From an optimization exercise on the open Yosys and OpenROAD flow, aimed at small area, a short achievable clock period and few clock cycles per item; shortcuts taken in it are not production practice. At most, simulation tests tie the RTL to the original design; equivalence was not proved.

lane 1:
Design aes128_cipher, start of the top module:
module aes128_cipher (
    input  wire         clk,
    input  wire         rst,           
    input  wire         in_valid,
    output wire         in_ready,
    input  wire         in_decrypt,    
    input  wire [127:0] in_key,
    input  wire [127:0] in_block,
    output reg          out_valid,
    output reg  [127:0] out_block
);
For scale: roughly 11000 cells after synthesis, ~1800 flip-flops.
clock: 10.0 ns
lec_check: 0
cap_margin: 20
cell_pad_in_sites_detail_placement: 1
cell_pad_in_sites_global_placement: 1
core_margin: 2
core_utilization: 56
place_density: 0.76
slew_margin: 20
standard.sh (not shown) runs the stock make flow with config.mk's settings and CLKGATE_MAP_FILE= SYNTH_SCRIPT=/design/flow/synth_recipe.tcl, a recipe that flattens the netlist after the stock synthesis.
==> flow/flow/run.sh <==
#!/bin/bash
set -euo pipefail
bash standard.sh SETUP_SLACK_MARGIN=6.5 finish > flow_standard.log 2>&1
Inputs modified between lane 1 and lane 2:
Settings: a change of CORE_UTILIZATION from 56 to 52; a change of PLACE_DENSITY from 0.76 to 0.72.
Notes after the runs:
In lane 2, the worst-case headroom to the max-slew limit came out 9.8 points above the value in lane 1. Final critical path time including I/O delays and setup: lane 1 and lane 2 compared, lower one is lane 2. Having completed the whole flow, lane 2 delivered a layout that passed the timing, design-rule and antenna checks. In the route summary, lane 2 ends up with a via count below that of lane 1. Clock transition at the registers of the reported paths: lane 2 vs lane 1, no meaningful difference. Per the comparison of lane 2 with lane 1, worst setup slack increased by 0.0037 ns relative to the old numbers, fraction of the cycle the final worst path needs closely matched the old numbers, non-clock buffer share of cell area closely matched the old numbers, biggest cell delay along the critical path increased by 0.09 ns relative to the old numbers.
No run of this note included a check of the RTL's function; only the layout flow was run.

== old ==
Another version of the RTL of aes128_cipher (not shown whole).
Size: ~11,000 cells after synthesis, ~1,700 flip-flops, roughly 390 I/O pins, roughly 100,000 um^2 of cells after synthesis.
Settings: LEC_CHECK=0, CAP_MARGIN=20, CELL_PAD_IN_SITES_DETAIL_PLACEMENT=2, CELL_PAD_IN_SITES_GLOBAL_PLACEMENT=2, CORE_MARGIN=2, CORE_UTILIZATION=45, PLACE_DENSITY=0.65, SLEW_MARGIN=20; clock period 10.0 ns.
==> flow/flow/run.sh <==
#!/bin/bash
set -euo pipefail
bash standard.sh SETUP_SLACK_MARGIN=7.5 finish > flow_standard.log 2>&1
For old, the flow was terminated by a tool error in 4_1_cts and produced no final design.
What new does differently from old at the input level:
- SETUP_SLACK_MARGIN now 5, previously not set
==> flow/run.sh (new file) <==
#!/bin/bash
# synth_recipe.tcl (not shown) runs the flow's synth.tcl, then flattens the netlist and writes it again
# the make line also repeats each setting of config.mk as NAME=value (left out here)
make -C /OpenROAD-flow-scripts/flow DESIGN_CONFIG=/design/flow/config.mk WORK_HOME=/design/flow/orfs CLKGATE_MAP_FILE= SYNTH_SCRIPT=/design/flow/synth_recipe.tcl finish
removed: flow/flow/run.sh
removed: flow/standard.sh
### Flow results
- new against old: TritonCTS buffer count has increased, pre-CTS setup slack has increased, HPWL after detailed placement has increased, cell count after placement has remained practically unchanged.
- Looking at the logs for old and new, the single run that did not finish was old.
- Stage in which a tool error killed old: 4_1_cts.
- Between old and new, the difference in standard-cell row count is negligible.
- Reported for old and new, effective utilization at floorplan turned out identical to the last digit.
No run of this note included a check of the RTL's function; only the layout flow was run.

## indigo
Another version of the RTL of aes128_cipher (not shown whole).
For scale: ~11000 cells after synthesis, ~1800 flip-flops, about 390 I/O pins, ~100000 sq um of cells after synthesis.
clock: 10.0 ns
lec_check: 0
cap_margin: 20
cell_pad_in_sites_detail_placement: 1
cell_pad_in_sites_global_placement: 1
core_margin: 2
core_utilization: 52
place_density: 0.72
slew_margin: 20
==> flow/flow/run.sh <==
#!/bin/bash
set -euo pipefail
bash standard.sh SETUP_SLACK_MARGIN=6.75 finish > flow_standard.log 2>&1
In summary, indigo completed successfully, with a layout that passed the timing, design-rule and antenna checks.
Testbench counts of indigo, summed over its fixed seeds: cycles 34,072, items 3,200.
Input changes introduced in willow (baseline for comparison: indigo):
- swapping 1 for 2 in CELL_PAD_IN_SITES_DETAIL_PLACEMENT
- swapping 0.72 for 0.65 in PLACE_DENSITY
- swapping 1 for 2 in CELL_PAD_IN_SITES_GLOBAL_PLACEMENT
- swapping 52 for 45 in CORE_UTILIZATION
==> flow/flow/run.sh <==
#!/bin/bash
set -euo pipefail
bash standard.sh SETUP_SLACK_MARGIN=6.5 finish > flow_standard.log 2>&1
==> results.txt <==
Comparing willow and indigo, the higher buffer count excluding the clock tree in the final layout is on indigo.
As far as fraction of synthesized cell area in xor and xnor cells is concerned, indigo and willow perform about the same.
indigo vs willow, worst setup path endpoint: out_block[42] vs e_km[38]$_DFFE_PP_
From indigo to willow the numbers moved as follows: wire length of the first global-routing pass has increased; peak per-stage delay on the critical path has increased.
What sierra does differently from willow at the input level:
- a change of PLACE_DENSITY from 0.65 to 0.72
- a change of CELL_PAD_IN_SITES_DETAIL_PLACEMENT from 2 to 1
- a change of CORE_UTILIZATION from 45 to 52
- a change of CELL_PAD_IN_SITES_GLOBAL_PLACEMENT from 2 to 1
Findings:
- Source of the critical timing path = out_block[58]$_DFF_P_: sierra; source of the critical timing path = e_kt[26]$_DFFE_PP_: willow
- When sierra is set beside willow, its layout overhead on the synthesized area turns out to be 0.88 points smaller.
- sierra ended with less cell depth of the worst setup path than willow.
- The final reports for sierra and willow show sequential portion of the cell area higher in the former.
- The first-iteration DRC count of sierra is higher than that of willow.
- sierra: full flow OK, the timing, design-rule and antenna checks passed
- willow | status: complete | timing, DRC, antenna: pass
- Cmp sierra and willow / cell count / lower: sierra
- Comparing sierra and willow, the lower initial core utilization was measured on willow.
- sierra vs willow on area enclosed by the die boundary: sierra is the lower one.
- sierra has register-to-register slack above what willow had.

build 93:
Another version of the RTL of aes128_cipher (not shown whole).
Size: ~13000 cells after synthesis, ~1400 flip-flops, ~390 I/O pins, about 98000 um^2 of cells after synthesis.
==> flow/design.v (excerpt) <==
module aes128_cipher (
    input  wire         clk,
    input  wire         rst,           
    input  wire         in_valid,
    output wire         in_ready,
    input  wire         in_decrypt,    
    input  wire [127:0] in_key,
    input  wire [127:0] in_block,
    output reg          out_valid,
    output reg  [127:0] out_block
);
make LEC_CHECK=0 ABC_AREA=1 CAP_MARGIN=20 CELL_PAD_IN_SITES_DETAIL_PLACEMENT=2 CELL_PAD_IN_SITES_GLOBAL_PLACEMENT=2 CORE_MARGIN=2 CORE_UTILIZATION=15 PLACE_DENSITY=0.35 SETUP_SLACK_MARGIN=5 SLEW_MARGIN=20 finish   # period 10.0 ns
run.sh (not shown) runs the stock make flow with config.mk's settings and CLKGATE_MAP_FILE= SYNTH_SCRIPT=/design/flow/synth_recipe.tcl, a recipe that flattens the netlist after the stock synthesis.
Stock flow here: none of the scripts above is used.
The final layout from build 93, which completed every stage, passed the timing, design-rule and antenna checks at the end of the flow.
The inputs of build 59 differ from those of build 93 as listed below.
- clearing ABC_AREA, which used to be 1
Notes after the runs:
Status | build 93 and build 59 | clean. Build 59 vs build 93, floorplan die height went down by 24 um. Compared with build 93, in build 59 proportion of cell area occupied by registers went up 1.5 points, required time reported for the critical path endpoint fell 0.17 ns.
Changes in build 71 relative to build 59:
- SETUP_SLACK_MARGIN no longer set, was 5
## What came out
Clock buffer count in the final layout ended up about 3% lower on build 71 than on build 59. Global-route usage over all layers: build 71 higher than build 59. For area of all placed cells without fillers, build 71 and build 59 come out practically identical. As far as number of buffers on the longest clock path is concerned, build 71 and build 59 perform about the same.
What build 54 does differently from build 71 at the input level:
- putting SETUP_SLACK_MARGIN at 5 where nothing was set
- swapping 0.35 for 0.65 in PLACE_DENSITY
- swapping 15 for 45 in CORE_UTILIZATION
--- outcome ---
NOTE y dimension of the die build 71->build 54 decreased by more than a quarter. Build 71 -> build 54: number of hold buffers added after cts delta 0, exact match. Looking only at setup slack, and setting everything else aside, the higher value of build 54 and build 71 goes to build 54. Sort build 54 and build 71 by count of buffer and inverter cells on the critical path desc -> top: build 71. Delta(number of fill cells in the layout, build 54 - build 71) < 0.
Function was not checked in any run of this note: the RTL went through the layout flow alone.

-- static timing again, ports no longer ideal --
No port has a modelled driver above. Below, the same layouts with a new extraction and two added sets of constraints.
Step 1 assumes that a clkbuf_16 drives the clock port and a buf_2 every other input.
Step 2, shift: input delay + t, output delay - t, t = (earliest + latest rising clock arrival at the registers) / 2. This alone moves slack from input paths to output paths.
Slacks: ideal / step 1 / step 2; pairs: ideal / step 1.
| run | shift t [ns] | slack for setup (ns) | worst hold slack (ns) | worst data-port slew with drivers (ns) |
|---|---|---|---|---|
| lane 1 | 0.952 | 6.470 / 6.428 / 6.236 | 0.319 / 0.319 / 0.319 | 0.08 |
| lane 2 | 0.950 | 6.474 / 6.441 / 6.269 | 0.310 / 0.310 / 0.310 | 0.08 |
| new | 0.983 | 5.404 / 5.404 / 5.404 | 0.326 / 0.326 / 0.326 | 0.18 |
| indigo | 0.948 | 6.505 / 6.407 / 5.911 | 0.315 / 0.315 / 0.315 | 0.15 |
| willow | 0.970 | 6.359 / 6.290 / 5.940 | 0.324 / 0.324 / 0.324 | 0.10 |
| sierra | 0.946 | 6.507 / 6.413 / 6.330 | 0.311 / 0.311 / 0.311 | 0.13 |
| build 93 | 1.061 | 5.382 / 5.369 / 5.382 | 0.326 / 0.326 / 0.326 | 0.31 |
| build 59 | 1.050 | 5.088 / 5.088 / 5.088 | 0.328 / 0.328 / 0.328 | 0.17 |
| build 71 | 1.051 | 4.828 / 4.828 / 4.828 | 0.338 / 0.338 / 0.338 | 0.16 |
| build 54 | 0.943 | 5.049 / 5.049 / 5.049 | 0.335 / 0.335 / 0.335 | 0.10 |
After both steps every run listed still meets setup and hold. The setup slack of indigo, which loses most, moves by -0.098 ns with the drivers and by -0.594 ns with both steps.
